This design comes from an exercise in tuning for small area, a short achievable clock period and few clock cycles on the open sky130 flow, not from production work.
Where RTL was checked, it was by simulation tests only, not by an equivalence proof against the original.
Function not checked in run 1: the RTL went through the layout flow alone.
Power and IR drop assume default switching activity.

==> design/flow/design.v <==
module gf2n_copro (
    input  wire        clk,
    input  wire        rst,      
    input  wire        sel,
    input  wire        wr,
    input  wire [13:0] addr,
    input  wire [63:0] wdata,
    output reg  [63:0] rdata,
    output wire        busy,
    output wire        done,
    output wire        err
);
    localparam [13:0] ADDR_CMD     = 14'h0000;
    localparam [13:0] ADDR_STATUS  = 14'h0001;
    localparam [13:0] ADDR_ERRINFO = 14'h0002;
    localparam [13:0] ADDR_A       = 14'h0004;
    localparam [13:0] ADDR_B       = 14'h0005;
    localparam [13:0] ADDR_M       = 14'h0006;
    localparam [13:0] ADDR_N       = 14'h0007;
    localparam [13:0] ADDR_RES     = 14'h0008;
    localparam [13:0] ADDR_RESA    = 14'h0009;
    localparam [13:0] ADDR_RESB    = 14'h000A;
    localparam [13:0] ADDR_TRCCNT  = 14'h000D;
    localparam [63:0] OP_REDUCE   = 64'd3;
    localparam [63:0] OP_MULTIPLY = 64'd4;
    localparam [63:0] OP_EVALUATE = 64'd5;
    localparam [3:0] F_ILLEGAL   = 4'd1;
    localparam [3:0] F_DEGRANGE  = 4'd2;
    localparam [3:0] F_MODDEG    = 4'd7;
    localparam [3:0] F_NONCANON  = 4'd8;
    localparam [2:0] PH_IDLE = 3'd0;
    localparam [2:0] PH_REDA = 3'd1;
    localparam [2:0] PH_REDB = 3'd2;
    localparam [2:0] PH_MULT = 3'd3;
    localparam [2:0] PH_WAIT = 3'd4;
    localparam [2:0] PH_CNT  = 3'd5;
    reg [63:0] reg_a, reg_b, reg_m, reg_n;
    reg [63:0] reg_res, reg_resa, reg_resb;
    reg [7:0]  trccnt;
    reg        st_done, st_err;
    reg [3:0]  st_errcode;
    reg        errinfo;
    reg [2:0]  phase;
    reg        is_red, is_mul;    
    reg [2:0]  slot;              
    reg        seen;              
    reg [63:0] wa;                
    reg [15:1] u;                 
    reg [1:0]  u_wait;            
    assign busy = (phase != PH_IDLE);
    assign done = st_done;
    assign err  = st_err;
    wire [5:0] n6    = reg_n[5:0];
    wire [6:0] lw    = 7'd64 - {1'b0, n6};      
    wire [3:0] q_nx  = lw[6:3];                 
    wire [2:0] o_nx  = lw[2:0];
    wire [2:0] lh_nx = (lw + 7'd15) >> 4;       
    reg  [3:0] q;
    reg  [2:0] oi;                              
    reg        n_zero;                          
    reg  [1:0] r0;
    reg  [3:0] keep16;                          
    reg  [2:0] pre_sh;                          
    wire [2:0] p0    = 3'd7 - q[2:0];
    wire [63:0] mf   = n_zero ? 64'd0 : (reg_m << {q[2:0], 3'b000});
    wire [63:0] ge_mask;    
    genvar gi;
    generate
        for (gi = 0; gi < 64; gi = gi + 1) begin : g_mask
            assign ge_mask[gi] = (gi >= n6);
        end
    endgenerate
    wire [63:0] eq_mask = ge_mask & ~{ge_mask[62:0], 1'b0};
    wire       n_range  = (reg_n[63:6] != 58'd0);
    wire       m_bad    = ((reg_m & ge_mask) != eq_mask);
    wire       a_noncan = ((reg_a & ge_mask) != 64'd0);
    wire       b_noncan = ((reg_b & ge_mask) != 64'd0);
    reg  [14:0] mtop;                           
    function [15:0] smul;
        input [15:0] x, y;
        integer i, j;
        begin
            smul = 16'd0;
            for (i = 0; i < 16; i = i + 1)
                for (j = 0; j < 16 - i; j = j + 1)
                    smul[i + j] = smul[i + j] ^ (x[i] & y[j]);
        end
    endfunction
    function [15:0] ssq;
        input [15:0] x;
        integer i;
        begin
            ssq = 16'd0;
            for (i = 0; i < 8; i = i + 1)
                ssq[2 * i] = x[i];
        end
    endfunction
    wire [15:0] mser = {mtop[0], mtop[1], mtop[2], mtop[3], mtop[4], mtop[5],
                        mtop[6], mtop[7], mtop[8], mtop[9], mtop[10], mtop[11],
                        mtop[12], mtop[13], mtop[14], 1'b1};
    wire [15:0] u2   = {14'd0, mtop[14], 1'b1};
    wire [15:0] u4   = smul(mser & 16'h000F, ssq(u2)) & 16'h000F;
    wire [15:0] u8   = smul(mser & 16'h00FF, ssq(u4)) & 16'h00FF;
    wire [15:0] u_nx = smul(mser, ssq(u8));
    wire        in_idle  = (phase == PH_IDLE);
    wire host_wr = sel && wr && !busy;
    wire cmd_wr  = host_wr && (addr == ADDR_CMD);
    wire        mode_mul = (phase == PH_MULT);
    wire [63:0] s_in     = wa;
    reg  [7:0]  mbr;
    wire [63:0] mplr = is_mul ? reg_b : reg_resb;
    wire [2:0]  mb_idx = slot - 3'd1;
    wire [7:0]  mbr_nx = mplr[{mb_idx, 3'b000} +: 8];
    wire [7:0]  mb_first = reg_b[{p0, 3'b000} +: 8];    
    wire [7:0]  bmul = mode_mul ? mbr : 8'd0;
    reg  [15:0] chr;
    wire        fin_a   = (phase == PH_REDA && slot == 3'd0) ||
                          (in_idle && cmd_wr && r0 == 2'd0);
    wire        nx_b    = fin_a || phase == PH_REDB;
    wire [1:0]  nx_idx  = (fin_a || (in_idle && !cmd_wr) || phase == PH_WAIT) ? r0 :
                          in_idle ? (r0 - 2'd1) : (slot[1:0] - 2'd1);
    wire [63:0] nx_src  = nx_b ? reg_b : reg_a;
    wire [15:0] chr_nx  = nx_src[{nx_idx, 4'b0000} +: 16];
    wire [15:0] ch16    = chr;
    wire [63:0] pre_src  = (phase == PH_REDA || (in_idle && cmd_wr)) ? reg_b : reg_a;
    wire [63:0] pre_kept = pre_src & {{16{keep16[3]}}, {16{keep16[2]}},
                                      {16{keep16[1]}}, {16{keep16[0]}}};
    wire [63:0] pre_val  = ({64{pre_sh[0]}} & pre_kept) |
                           ({64{pre_sh[1]}} & {8'd0, pre_kept[63:8]}) |
                           ({64{pre_sh[2]}} & {16'd0, pre_kept[63:16]});
    reg  [79:0] ins;
    integer si;
    always @(*) begin
        ins = 80'd0;
        for (si = 0; si < 9; si = si + 1)
            if (q == si) ins[si*8 +: 16] = ch16;
    end
    wire [79:0] v16 = {s_in, 16'd0} | ins;
    wire [7:0]  wtop = reg_res[49 + oi +: 8];   
    reg  [14:0] ptop;
    integer pt;
    always @(*) begin
        ptop = 15'd0;
        for (pt = 0; pt < 8; pt = pt + 1)
            if (bmul[pt]) ptop = ptop ^ ({7'd0, wtop} << pt);
    end
    wire [7:0]  stop8 = wa[49 + oi +: 8];       
    wire [7:0]  hm    = stop8 ^ {1'b0, ptop[14:8]};   
    wire [22:0] v16_top = v16[79:57];
    wire [15:0] h16  = v16_top[oi +: 16];       
    wire [15:0] h    = mode_mul ? {8'd0, hm} : h16;
    wire [15:0] uu   = {u, 1'b1};
    reg  [15:0] c;      
    integer d, e;
    always @(*) begin
        c = 16'd0;
        for (d = 0; d < 16; d = d + 1)
            for (e = 0; e <= d; e = e + 1)
                c[d] = c[d] ^ (h[15 - e] & uu[d - e]);
    end
    wire [63:0] opa  = mode_mul ? reg_res : {mf[55:0], 8'd0};
    wire [7:0]  bita;
    genvar gb;
    generate
        for (gb = 0; gb < 8; gb = gb + 1) begin : g_bita
            assign bita[gb] = mode_mul ? bmul[gb] : c[7 - gb];
        end
    endgenerate
    reg [63:0] seta, setb;
    integer fi;
    always @(*) begin
        seta = 64'd0;
        setb = 64'd0;
        for (fi = 0; fi < 8; fi = fi + 1) begin
            if (bita[fi])   seta = seta ^ (opa << fi);
            if (c[15 - fi]) setb = setb ^ (mf << fi);
        end
    end
    wire [63:0] base  = mode_mul ? {wa[55:0], 8'd0} : v16[63:0];
    wire [63:0] s_new = base ^ seta ^ setb;
    wire [63:0] s_out = n_zero ? 64'd0 : (s_new >> {q[2:0], 3'b000});
    reg  [3:0] blen;
    integer bi;
    always @(*) begin
        blen = 4'd0;
        for (bi = 0; bi < 8; bi = bi + 1)
            if (bmul[bi]) blen = bi + 1;
    end
    wire [3:0]  mcnt = mode_mul ? (seen ? 4'd8 : blen) : 4'd0;
    reg  [15:0] pend;
    reg  [4:0]  ppop;
    always @(*) begin
        ppop = 5'd0;
        for (bi = 0; bi < 16; bi = bi + 1)
            ppop = ppop + {4'd0, pend[bi]};
    end
    wire [7:0]  trc_nx = trccnt + {3'd0, ppop} + {4'd0, mcnt};
    always @(*) begin
        case (addr)
            ADDR_STATUS:  rdata = {56'd0, st_errcode, 1'b0, st_err, st_done, busy};
            ADDR_ERRINFO: rdata = {63'd0, errinfo};
            ADDR_A:       rdata = reg_a;
            ADDR_B:       rdata = reg_b;
            ADDR_M:       rdata = reg_m;
            ADDR_N:       rdata = reg_n;
            ADDR_RES:     rdata = reg_res;
            ADDR_RESA:    rdata = reg_resa;
            ADDR_RESB:    rdata = reg_resb;
            ADDR_TRCCNT:  rdata = {56'd0, trccnt};
            default:      rdata = 64'd0;
        endcase
    end
    wire op_red = (wdata == OP_REDUCE);
    wire op_mul = (wdata == OP_MULTIPLY);
    wire op_evl = (wdata == OP_EVALUATE);
    wire n_wr   = host_wr && (addr == ADDR_N);
    wire m_wr   = host_wr && (addr == ADDR_M);
    wire a_wr   = host_wr && (addr == ADDR_A);
    wire u_ok   = (u_wait == 2'd0);
    task start_mult;
        begin
            wa      <= 64'd0;
            seen    <= 1'b0;
            slot    <= p0;
            if (n_zero)
                phase   <= PH_CNT;
            else
                phase   <= PH_MULT;
        end
    endtask
    task finish_a;
        input k_red, k_mul;
        begin
            if (k_red) begin
                reg_res <= s_out;
                phase   <= PH_CNT;
            end else if (k_mul) begin
                reg_res <= s_new;
                mbr     <= mb_first;
                start_mult;
            end else begin
                reg_resa <= s_out;
                reg_res  <= s_new;
                wa       <= pre_val;            
                slot     <= {1'b0, r0};
                phase    <= PH_REDB;
            end
        end
    endtask
    always @(posedge clk) begin
        q      <= q_nx;
        oi     <= 3'd7 - o_nx;
        n_zero <= (q_nx == 4'd8);
        r0     <= lh_nx[1:0] - 2'd1;
        keep16 <= {lh_nx <= 3'd3, lh_nx <= 3'd2, lh_nx == 3'd1, 1'b0};
        pre_sh <= q_nx[0] ? 3'b010 : ((o_nx == 3'd0) ? 3'b001 : 3'b100);
        mtop   <= mf[42 + oi +: 15];
        u      <= u_nx[15:1];
        if (rst || n_wr)
            u_wait <= 2'd3;
        else if (m_wr)
            u_wait <= 2'd2;
        else if ((a_wr || cmd_wr || (busy && phase != PH_WAIT)) && u_wait != 2'd3)
            u_wait <= 2'd1;                     
        else if (u_wait != 2'd0)
            u_wait <= u_wait - 2'd1;
        if (rst) begin
            reg_a      <= 64'd0;
            reg_b      <= 64'd0;
            reg_m      <= 64'd0;
            reg_n      <= 64'd0;
            reg_res    <= 64'd0;
            reg_resa   <= 64'd0;
            reg_resb   <= 64'd0;
            trccnt     <= 8'd0;
            pend       <= 16'd0;
            st_done    <= 1'b0;
            st_err     <= 1'b0;
            st_errcode <= 4'd0;
            errinfo    <= 1'b0;
            phase      <= PH_IDLE;
        end else begin
            if (host_wr) begin
                case (addr)
                    ADDR_A: reg_a <= wdata;
                    ADDR_B: reg_b <= wdata;
                    ADDR_M: reg_m <= wdata;
                    ADDR_N: reg_n <= wdata;
                    default: ;
                endcase
            end
            trccnt <= trc_nx;
            pend   <= 16'd0;
            chr    <= chr_nx;
            mbr    <= mbr_nx;
            if (in_idle)
                wa <= pre_val;                  
            if (cmd_wr) begin
                st_done    <= 1'b0;
                st_err     <= 1'b0;
                st_errcode <= 4'd0;
                errinfo    <= 1'b0;
                if (!(op_red || op_mul || op_evl)) begin
                    st_errcode <= F_ILLEGAL;
                    st_err     <= 1'b1;
                    st_done    <= 1'b1;
                end else if (n_range) begin
                    trccnt     <= 8'd0;
                    st_errcode <= F_DEGRANGE;
                    st_err     <= 1'b1;
                    st_done    <= 1'b1;
                end else if (m_bad) begin
                    trccnt     <= 8'd0;
                    st_errcode <= F_MODDEG;
                    st_err     <= 1'b1;
                    st_done    <= 1'b1;
                end else if (op_mul && (a_noncan || b_noncan)) begin
                    trccnt     <= 8'd0;
                    st_errcode <= F_NONCANON;
                    st_err     <= 1'b1;
                    st_done    <= 1'b1;
                    errinfo    <= !a_noncan;
                end else begin
                    is_red <= op_red;
                    is_mul <= op_mul;
                    trccnt <= 8'd0;
                    if (!u_ok) begin
                        phase   <= PH_WAIT;
                    end else begin
                        pend <= c;
                        if (r0 == 2'd0)
                            finish_a(op_red, op_mul);
                        else begin
                            wa      <= s_new;
                            slot    <= {1'b0, r0 - 2'd1};
                            phase   <= PH_REDA;
                        end
                    end
                end
            end
            case (phase)
                PH_CNT: begin                   
                    st_done <= 1'b1;
                    phase   <= PH_IDLE;
                end
                PH_WAIT: begin
                    wa      <= pre_val;
                    if (u_ok) begin
                        slot    <= {1'b0, r0};
                        phase   <= PH_REDA;
                    end
                end
                PH_REDA, PH_REDB: begin
                    pend <= c;
                    if (slot == 3'd0) begin
                        if (phase == PH_REDA)
                            finish_a(is_red, is_mul);
                        else begin
                            reg_resb <= s_out;
                            mbr      <= s_new[63:56];   
                            start_mult;
                        end
                    end else begin
                        wa      <= s_new;
                        slot    <= slot - 3'd1;
                    end
                end
                PH_MULT: begin
                    seen <= seen || (bmul != 8'd0);
                    if (slot == 3'd0) begin
                        reg_res <= s_out;
                        st_done <= 1'b1;
                        phase   <= PH_IDLE;
                    end else begin
                        wa      <= s_new;
                        slot    <= slot - 3'd1;
                    end
                end
                default: ;
            endcase
        end
    end
endmodule
==> design/flow/run.sh <==
#!/bin/bash
# synth_recipe.tcl (not shown) runs the flow's synth.tcl, then flattens the netlist and writes it again
# the make line also repeats each setting of config.mk as NAME=value (left out here)
make -C /OpenROAD-flow-scripts/flow DESIGN_CONFIG=/design/flow/config.mk WORK_HOME=/design/flow/orfs CLKGATE_MAP_FILE= SYNTH_SCRIPT=/design/flow/synth_recipe.tcl finish
==> design/flow/config.mk <==
export PLATFORM = sky130hd
export DESIGN_NAME = gf2n_copro
export DESIGN_NICKNAME = gf2n_copro
export VERILOG_FILES = /design/flow/design.v
export SDC_FILE = /design/flow/constraint.sdc
export NUM_CORES = 4
export LEC_CHECK = 0
export CAP_MARGIN = 20
export CORE_MARGIN = 2
export CORE_UTILIZATION = 55
export PLACE_DENSITY = 0.7
export SETUP_SLACK_MARGIN = 2.5
export SLEW_MARGIN = 20
==> design/flow/constraint.sdc <==
create_clock -name core_clock -period 8.0 [get_ports {clk}]
set_input_delay 1.6000 -clock core_clock [delete_from_list [all_inputs] [get_ports {clk}]]
set_output_delay 1.6000 -clock core_clock [all_outputs]
set_load 0.01 [all_outputs]
==> results.yml, run 1 <==
yosys:
  yosys_most_used_dff: "dfxtp_1"
  yosys.area.top_type_share_pct: 16.7
  netlist_area_mm2: 0.0636
  synth_compound_area_share_pct: 24.3
  synthSimpleGateAreaFrac_pct: 21.7
  ys_seq_area_share_pct: 21.1
  synth-xor-area-share_pct: 17.8
  syn-instance-count: 8756
  netlist-cell-type-count: 112
  synth_top_area_cell: "dfxtp_1"
  async_reset_ff_share_pct: 0
  syn-num-nets: 8897
  synth_edf_count: 94
  avgSynthCellArea_um2: 7.26
  synth_top_family_by_area: "compound AO/OA/AOI/OAI gates"
  yosysWarnings: 1
  yosys-top-cells-area: "dfxtp_1 17%, xnor2_1 10%, nand2_1 10%, a21oi_1 7.4%, nor2_1 6.7%"
  synth_adder_area_share_pct: 1.30
  synth.ff_latch_count: 624
  synthMuxAreaShare_pct: 8.08
clock_tree:
  cts_hold_buffers: 0
  cts_root_buf: "clkbuf_16"
  cts_made_buffers: 75
  cts_sinks: 624
  clockBufferDepth: 3
  h-tree-depth: 3
placed_design:
  dp_hpwl_um: 299000
  place_ws_ps: 646
  place_congestion: 1.22
  placedCellCount: 10200
  portBuffers: 148
grt:
  grt_pass1_vias: 91200
  grt_usage_pct: 84.7
  overflow: 866
  grt_max_degree: 100
  grt_pass1_wl_um: 742000
run_status:
  haltStage: "global routing"
  outcome: "aborted with a tool error"
  error: "[ERROR GRT-0116] Global routing finished with congestion. Check the congestion regions in the DRC Viewer."
floorplan:
  io_pins: 149
  initial_core_util_pct: 55.5
  fp.dieH_um: 344
  die-width_um: 344
  std_cell_rows: 124
==> synth_stat cells, drive strengths merged (24+ instances only) <==
master	number
clkbuf	554
mux2i	229
o221ai	38
a32oi	27
a21oi	949
nand2	1696
a211oi	73
o211ai	70
dfxtp	530
xnor2	758
o31ai	24
a22oi	196
buf	204
a31oi	48
inv	84
xor2	138
xnor3	135
nand2b	27
a22o	31
a221oi	120
o22ai	61
edfxtp	94
nand3	152
o21ai	459
a21boi	53
mux2	64
nor3	143
a21o	25
mux4	94
nor2	1136
nand4	24
ha	47
a222oi	92
and2	56
nor4	60
==> what timing repair did <==
item	CTS
buffers inserted	490
pin swaps	521
cloned	45
endpoints found under the setup margin	372
gates resized for setup	1480
==> how the worst max path moves through the flow <==
stage	slack [ps]	to	depth (start not counted)
detailed placement	650	reg_res[19]	15
floorplan	1840	trccnt[6]	32
CTS	2050	reg_res[31]	23
global placement	340	reg_res[19]	15
==> metal layers <==
metal,GRT usage (%),overflow
met5,41.9,1
met4,83.2,363
met3,75.0,12
met2,96.4,478
met1,85.4,12
==> power groups by stage <==
stage               sequential [mW]  combinational (mW)  clock, mW
floorplan                      3.28               0.328          0
global placement               3.31               0.585          0
detailed placement             3.31               0.591          0
CTS                            3.23               0.875       3.63
==> logic make-up after synthesis <==
| logic type | after synthesis |
|---|---|
| AO/OA/AOI/OAI | 2419 |
| XOR/XNOR | 1042 |
| adder cells (fa/ha/maj) | 59 |
| buffers and inverters | 846 |
| flip-flops | 624 |
| multiplexers | 387 |
| AND/OR/NAND/NOR | 3379 |
==> per-stage QoR <==
step | hold slack (ps) | instance area (µm²)
2_1_floorplan | 382 | 63700
3_3_place_gp | 439 | 68000
3_5_place_dp | 451 | 68100
4_1_cts | 459 | 81300
==> run 2: changes to the inputs <==
--- a/design/flow/design.v
+++ b/design/flow/design.v
@@ -33,7 +33,6 @@
     localparam [2:0] PH_REDB = 3'd2;
     localparam [2:0] PH_MULT = 3'd3;
     localparam [2:0] PH_WAIT = 3'd4;
-    localparam [2:0] PH_CNT  = 3'd5;
     reg [63:0] reg_a, reg_b, reg_m, reg_n;
     reg [63:0] reg_res, reg_resa, reg_resb;
     reg [7:0]  trccnt;
@@ -106,13 +105,9 @@
     wire host_wr = sel && wr && !busy;
     wire cmd_wr  = host_wr && (addr == ADDR_CMD);
     wire        mode_mul = (phase == PH_MULT);
-    wire [63:0] s_in     = wa;
-    reg  [7:0]  mbr;
+    wire [63:0] s_in     = in_idle ? wa : reg_res;
     wire [63:0] mplr = is_mul ? reg_b : reg_resb;
-    wire [2:0]  mb_idx = slot - 3'd1;
-    wire [7:0]  mbr_nx = mplr[{mb_idx, 3'b000} +: 8];
-    wire [7:0]  mb_first = reg_b[{p0, 3'b000} +: 8];    
-    wire [7:0]  bmul = mode_mul ? mbr : 8'd0;
+    wire [7:0]  bmul = mode_mul ? mplr[{slot, 3'b000} +: 8] : 8'd0;
     reg  [15:0] chr;
     wire        fin_a   = (phase == PH_REDA && slot == 3'd0) ||
                           (in_idle && cmd_wr && r0 == 2'd0);
@@ -136,7 +131,7 @@
             if (q == si) ins[si*8 +: 16] = ch16;
     end
     wire [79:0] v16 = {s_in, 16'd0} | ins;
-    wire [7:0]  wtop = reg_res[49 + oi +: 8];   
+    wire [7:0]  wtop = wa[49 + oi +: 8];        
     reg  [14:0] ptop;
     integer pt;
     always @(*) begin
@@ -144,7 +139,7 @@
         for (pt = 0; pt < 8; pt = pt + 1)
             if (bmul[pt]) ptop = ptop ^ ({7'd0, wtop} << pt);
     end
-    wire [7:0]  stop8 = wa[49 + oi +: 8];       
+    wire [7:0]  stop8 = reg_res[49 + oi +: 8];  
     wire [7:0]  hm    = stop8 ^ {1'b0, ptop[14:8]};   
     wire [22:0] v16_top = v16[79:57];
     wire [15:0] h16  = v16_top[oi +: 16];       
@@ -158,7 +153,7 @@
             for (e = 0; e <= d; e = e + 1)
                 c[d] = c[d] ^ (h[15 - e] & uu[d - e]);
     end
-    wire [63:0] opa  = mode_mul ? reg_res : {mf[55:0], 8'd0};
+    wire [63:0] opa  = mode_mul ? wa : {mf[55:0], 8'd0};
     wire [7:0]  bita;
     genvar gb;
     generate
@@ -176,9 +171,20 @@
             if (c[15 - fi]) setb = setb ^ (mf << fi);
         end
     end
-    wire [63:0] base  = mode_mul ? {wa[55:0], 8'd0} : v16[63:0];
+    wire [63:0] base  = mode_mul ? {reg_res[55:0], 8'd0} : v16[63:0];
     wire [63:0] s_new = base ^ seta ^ setb;
     wire [63:0] s_out = n_zero ? 64'd0 : (s_new >> {q[2:0], 3'b000});
+    function [2:0] pop4;
+        input [3:0] x;
+        reg a, b;
+        begin
+            a = x[0] ^ x[1];
+            b = x[2] ^ x[3];
+            pop4 = {x[0] & x[1] & x[2] & x[3],
+                    (a & b) | ((x[0] & x[1]) ^ (x[2] & x[3])),
+                    a ^ b};
+        end
+    endfunction
     reg  [3:0] blen;
     integer bi;
     always @(*) begin
@@ -186,15 +192,13 @@
         for (bi = 0; bi < 8; bi = bi + 1)
             if (bmul[bi]) blen = bi + 1;
     end
-    wire [3:0]  mcnt = mode_mul ? (seen ? 4'd8 : blen) : 4'd0;
-    reg  [15:0] pend;
-    reg  [4:0]  ppop;
-    always @(*) begin
-        ppop = 5'd0;
-        for (bi = 0; bi < 16; bi = bi + 1)
-            ppop = ppop + {4'd0, pend[bi]};
-    end
-    wire [7:0]  trc_nx = trccnt + {3'd0, ppop} + {4'd0, mcnt};
+    wire [3:0]  mcnt     = seen ? 4'd8 : blen;
+    wire [11:0] step_cnt = mode_mul ? {6'd0, mcnt[3] ? 6'o44 : {3'd0, mcnt[2:0]}}
+                                    : {pop4(c[15:12]), pop4(c[11:8]),
+                                       pop4(c[7:4]), pop4(c[3:0])};
+    reg  [11:0] pend;
+    wire [7:0]  trc_sum = trccnt + {5'd0, pend[2:0]} + {5'd0, pend[5:3]}
+                                 + {5'd0, pend[8:6]} + {5'd0, pend[11:9]};
     always @(*) begin
         case (addr)
             ADDR_STATUS:  rdata = {56'd0, st_errcode, 1'b0, st_err, st_done, busy};
@@ -206,7 +210,7 @@
             ADDR_RES:     rdata = reg_res;
             ADDR_RESA:    rdata = reg_resa;
             ADDR_RESB:    rdata = reg_resb;
-            ADDR_TRCCNT:  rdata = {56'd0, trccnt};
+            ADDR_TRCCNT:  rdata = {56'd0, trc_sum};
             default:      rdata = 64'd0;
         endcase
     end
@@ -219,12 +223,13 @@
     wire u_ok   = (u_wait == 2'd0);
     task start_mult;
         begin
-            wa      <= 64'd0;
+            reg_res <= 64'd0;
             seen    <= 1'b0;
             slot    <= p0;
-            if (n_zero)
-                phase   <= PH_CNT;
-            else
+            if (n_zero) begin
+                st_done <= 1'b1;
+                phase   <= PH_IDLE;
+            end else
                 phase   <= PH_MULT;
         end
     endtask
@@ -233,15 +238,15 @@
         begin
             if (k_red) begin
                 reg_res <= s_out;
-                phase   <= PH_CNT;
+                st_done <= 1'b1;
+                phase   <= PH_IDLE;
             end else if (k_mul) begin
-                reg_res <= s_new;
-                mbr     <= mb_first;
+                wa      <= s_new;
                 start_mult;
             end else begin
                 reg_resa <= s_out;
-                reg_res  <= s_new;
-                wa       <= pre_val;            
+                wa       <= s_new;
+                reg_res  <= pre_val;            
                 slot     <= {1'b0, r0};
                 phase    <= PH_REDB;
             end
@@ -273,7 +278,7 @@
             reg_resa   <= 64'd0;
             reg_resb   <= 64'd0;
             trccnt     <= 8'd0;
-            pend       <= 16'd0;
+            pend       <= 12'd0;
             st_done    <= 1'b0;
             st_err     <= 1'b0;
             st_errcode <= 4'd0;
@@ -289,10 +294,9 @@
                     default: ;
                 endcase
             end
-            trccnt <= trc_nx;
-            pend   <= 16'd0;
+            trccnt <= trc_sum;
+            pend   <= 12'd0;
             chr    <= chr_nx;
-            mbr    <= mbr_nx;
             if (in_idle)
                 wa <= pre_val;                  
             if (cmd_wr) begin
@@ -327,11 +331,11 @@
                     if (!u_ok) begin
                         phase   <= PH_WAIT;
                     end else begin
-                        pend <= c;
+                        pend <= step_cnt;
                         if (r0 == 2'd0)
                             finish_a(op_red, op_mul);
                         else begin
-                            wa      <= s_new;
+                            reg_res <= s_new;
                             slot    <= {1'b0, r0 - 2'd1};
                             phase   <= PH_REDA;
                         end
@@ -339,40 +343,36 @@
                 end
             end
             case (phase)
-                PH_CNT: begin                   
-                    st_done <= 1'b1;
-                    phase   <= PH_IDLE;
-                end
                 PH_WAIT: begin
-                    wa      <= pre_val;
+                    reg_res <= pre_val;
                     if (u_ok) begin
                         slot    <= {1'b0, r0};
                         phase   <= PH_REDA;
                     end
                 end
                 PH_REDA, PH_REDB: begin
-                    pend <= c;
+                    pend <= step_cnt;
                     if (slot == 3'd0) begin
                         if (phase == PH_REDA)
                             finish_a(is_red, is_mul);
                         else begin
                             reg_resb <= s_out;
-                            mbr      <= s_new[63:56];   
                             start_mult;
                         end
                     end else begin
-                        wa      <= s_new;
+                        reg_res <= s_new;
                         slot    <= slot - 3'd1;
                     end
                 end
                 PH_MULT: begin
+                    pend <= step_cnt;
                     seen <= seen || (bmul != 8'd0);
                     if (slot == 3'd0) begin
                         reg_res <= s_out;
                         st_done <= 1'b1;
                         phase   <= PH_IDLE;
                     end else begin
-                        wa      <= s_new;
+                        reg_res <= s_new;
                         slot    <= slot - 3'd1;
                     end
                 end
--- a/design/flow/config.mk
+++ b/design/flow/config.mk
@@ -7,7 +7,6 @@
 export LEC_CHECK = 0
 export CAP_MARGIN = 20
 export CORE_MARGIN = 2
-export CORE_UTILIZATION = 55
-export PLACE_DENSITY = 0.7
-export SETUP_SLACK_MARGIN = 2.5
+export CORE_UTILIZATION = 40
+export PLACE_DENSITY = 0.6
 export SLEW_MARGIN = 20
==> run 2 against run 1 <==
Synthesized cell count decreased by 4.5%. Area after synthesis decreased by 2.2%. Now clean on timing, DRC and antenna.
==> results.yml, run 2 <==
finish:
  nets: 8794
  final_cell_mix: "1570 x nand2_1, 1159 x nor2_1, 858 x a21oi_1"
  area_delta_synth_final_pct: 17.8
  mostFrequentLayoutCell: "nand2_1"
  final_layout_size_suffix_gt1_share_pct: 14.1
  fin_cells: 10800
  utilization_pct: 47.5
yosys:
  netlist_area_mm2: 0.0622
  syn-num-nets: 8495
  synth_top_area_cell: "dfxtp_1"
  synth_top_family_by_area: "compound AO/OA/AOI/OAI gates"
  synth-xor-area-share_pct: 19.5
  synthMuxAreaShare_pct: 7.44
  syn-instance-count: 8365
  synthSimpleGateAreaFrac_pct: 22.2
  yosys_most_used_dff: "dfxtp_1"
  synthMostInstantiatedCell: "nand2_1"
  synth_adder_area_share_pct: 1.09
  avgSynthCellArea_um2: 7.44
  yosys.area.top_type_share_pct: 16.9
  netlist-cell-type-count: 104
  yosysWarnings: 1
  synthTopCellsByCount: "1581 x nand2_1, 1176 x nor2_1, 861 x a21oi_1, 526 x dfxtp_1, 525 x xnor2_1"
  synth.ff_latch_count: 612
  async_reset_ff_share_pct: 0
  yosys-top-cells-area: "dfxtp_1 17%, xnor3_1 9.6%, nand2_1 9.5%, xnor2_1 7.4%, nor2_1 7.1%"
  ys_seq_area_share_pct: 21.1
  synth_compound_area_share_pct: 23.6
  synth_edf_count: 86
clock_tree:
  clkTransAtPathRegs_ps: 60
  cts_tree: "yes"
  cts_hold_buffers: 0
  cts_sinks: 612
  post_cts_buffers: 0
  clockBufferDepth: 3
  h-tree-depth: 3
  cts_root_buf: "clkbuf_16"
  ctsResizeCount: 0
  clock_latency_ps: 740
  cts_made_buffers: 80
sta:
  max_slew.worst_pin.slew_ps: 1410
  final.period_utilization_pct: 97.2
  relSlewSlack_pct: 5.78
  fin_skew_ps: 35.1
  hold_viol_final: 0
  report.final.slew_viol_count: 0
  min_period_ps: 7780
  setup_viol: 0
  timing.hold.ws_ps: 451
  fin_setup_tns_ps: 0
  max_freq_ghz: 0.129
  rsz0062_at_grt: "no"
grt:
  grt_max_degree: 167
  antenna_found_initial: 67
  grt_usage_pct: 56.6
  overflow: 0
  grt_pass1_wl_um: 618000
  grt_pass1_vias: 69600
critical_path:
  slowest_delay_ps: 950
  crit_path_frequent_cell: "buf_4"
  critPathRequiredTime_ps: 8650
  critical_path_peak_fanout: 20
  worstSetupStartpointType: "flip-flop"
  cp.arrival_ps: 8420
  path_cells: "a221oi_1 > a221oi_1 > buf_4 > a221oi_4 > buf_4 > a211oi_1 > o21ai_1 > buf_12 > inv_1 > buf_4 > o21ai_0 > xnor2_1 > xnor2_1 > xnor2_1 > xnor2_1 > xnor3_1 > xnor3_1 > a222oi_1 > buf_4 > nor2_1 > buf_4 > nand2_1 > a21oi_1"
  cp_slowest_cell: "edfxtp_1"
  cp-end-kind: "flip-flop"
  worstSetupPathType: "reg2reg"
power_and_ir_drop:
  powerDensity_mw_per_mm2: 108
  clockPowerShare_pct: 49.9
  p_sw_mw: 2.28
  irDropWorstVdd_uv: 146
  intPower_mw: 5.61
  p_sw_share_pct: 28.9
  leakagePower_nw: 27.7
  share_seq_of_total_power_pct: 40.2
  pwr-share-comb_pct: 9.8
drt:
  wire_per_inst_um: 43.0
  routed_wl_um: 465000
  drtIter0Drc: 15500
  final_antenna_net_count: 0
  via_count: 77400
  vias_per_cell: 7.15
  remaining_drc_errors: 0
  drtPass1Iterations: 10
floorplan:
  std_cell_rows: 144
  die-width_um: 398
  core_area_mm2: 0.154
  fp.dieH_um: 398
  io_pins: 149
  dieArea_mm2: 0.159
  initial_core_util_pct: 40.3
flow_run:
  cap_viol_max_count: 0
placed_design:
  place_congestion: 1.15
  placedCellCount: 10600
  dp_hpwl_um: 358000
  portBuffers: 148
hold_path:
  hp-class: "reg2reg"
run_status:
  outcome: "complete, no violations"
==> run 2: changes by cell type after synthesis, sizes merged, moves of 75 or more <==
cell / previous run / this run
o21ai: 459 / 384
xnor2: 758 / 525
a21oi: 949 / 863
nor3: 143 / 67
xnor3: 135 / 266
nand2: 1696 / 1581
==> run 2: layout make-up <==
cell class | count | area (µm²)
diodes | 47 | 118
clock buffers | 112 | 2360
clock inverters | 36 | 427
fillers | 15500 | 80900
inverters | 75 | 287
multi-input cells | 6961 | 46200
flip-flops and latches | 612 | 13100
well taps | 2044 | 2560
repair buffers | 934 | 8170
==> run 2: logic make-up after synthesis <==
| family | Yosys count |
|---|---|
| buffers and inverters | 792 |
| AND/OR/NAND/NOR | 3346 |
| multiplexers | 341 |
| adder cells (fa/ha/maj) | 50 |
| AO/OA/AOI/OAI | 2297 |
| XOR/XNOR | 927 |
| flip-flops | 612 |
==> run 2: layer usage <==
| metal | routed length (µm) | vias up | GRT usage, % |
|---|---|---|---|
| li1 | - | 30300 | - |
| met1 | 164000 | 37500 | 67.0 |
| met2 | 179000 | 7424 | 76.5 |
| met3 | 70900 | 2126 | 25.7 |
| met4 | 51600 | 36 | 49.1 |
| met5 | 255 | - | 0 |
==> run 2: power groups by stage <==
stage / Combinational [mW] / Clock, mW / Sequential (mW)
after floorplan: 0.342 / 0 / 3.21
after global placement: 0.715 / 0 / 3.24
after detailed placement: 0.719 / 0 / 3.24
after CTS: 0.722 / 3.91 / 3.17
after global routing: 0.771 / 4.02 / 3.17
final: 0.777 / 3.94 / 3.17
==> run 2: through the flow <==
step                setup WS, ps  total power [mW]  cell area, µm²
floorplan                   2040              3.55           62200
global placement             391              3.95           70300
detailed placement           349              3.96           70300
CTS                          324              7.81           73100
global route                 156              7.96           73200
finish                       225              7.89           73300
==> run 2: worst paths after layout <==
| check | startpoint | end | slack (ps) | cells after the start |
|---|---|---|---|---|
| worst min-delay path | reg_resa[38] | reg_resa[38] | 450 | 2 |
| worst max register to register | chr[12] | reg_resb[43] | 220 | 23 |
| worst max-delay path | chr[12] | reg_resb[43] | 220 | 23 |
| worst min register to register | reg_resa[38] | reg_resa[38] | 450 | 2 |
==> run 2: worst max-delay path: cells and delay by family, from the launching register on <==
| family | cells | cell delay [ps] |
|---|---|---|
| compound gates | 8 | 2590 |
| xor+xnor | 6 | 1990 |
| buf+inv | 7 | 1700 |
| flops | 1 | 950 |
| simple gates | 2 | 430 |
Testbench counts of run 2, summed over its fixed seeds: cycles 16,160.

[static timing again, ports no longer ideal]
The results above use ideal ports. As a check the final layout listed here was re-extracted and re-timed, cells and wires unchanged.
Step 1 sets driving cells, clkbuf_16 on the clock port and buf_2 on the other inputs (assumed; they add their load-dependent delay and slew).
Step 2 adds t to the input delays and takes it off the output delays; t is the mean of the earliest and latest rising clock arrival at the registers after step 1. Input paths then give back, and output paths get back, about the clock's delay inside the block.
a / b / c = ideal / step 1 / step 2; a / b = the first two.
run: run 2
shift t [ns]: 0.811
setup WS [ns]: 0.225 / 0.225 / 0.225
worst slew at a driven data input, ns: 0.08
After both steps run 2 still meets setup and hold. For run 2, drivers alone change the setup slack by 0.000 ns; drivers and shift together by 0.000 ns.
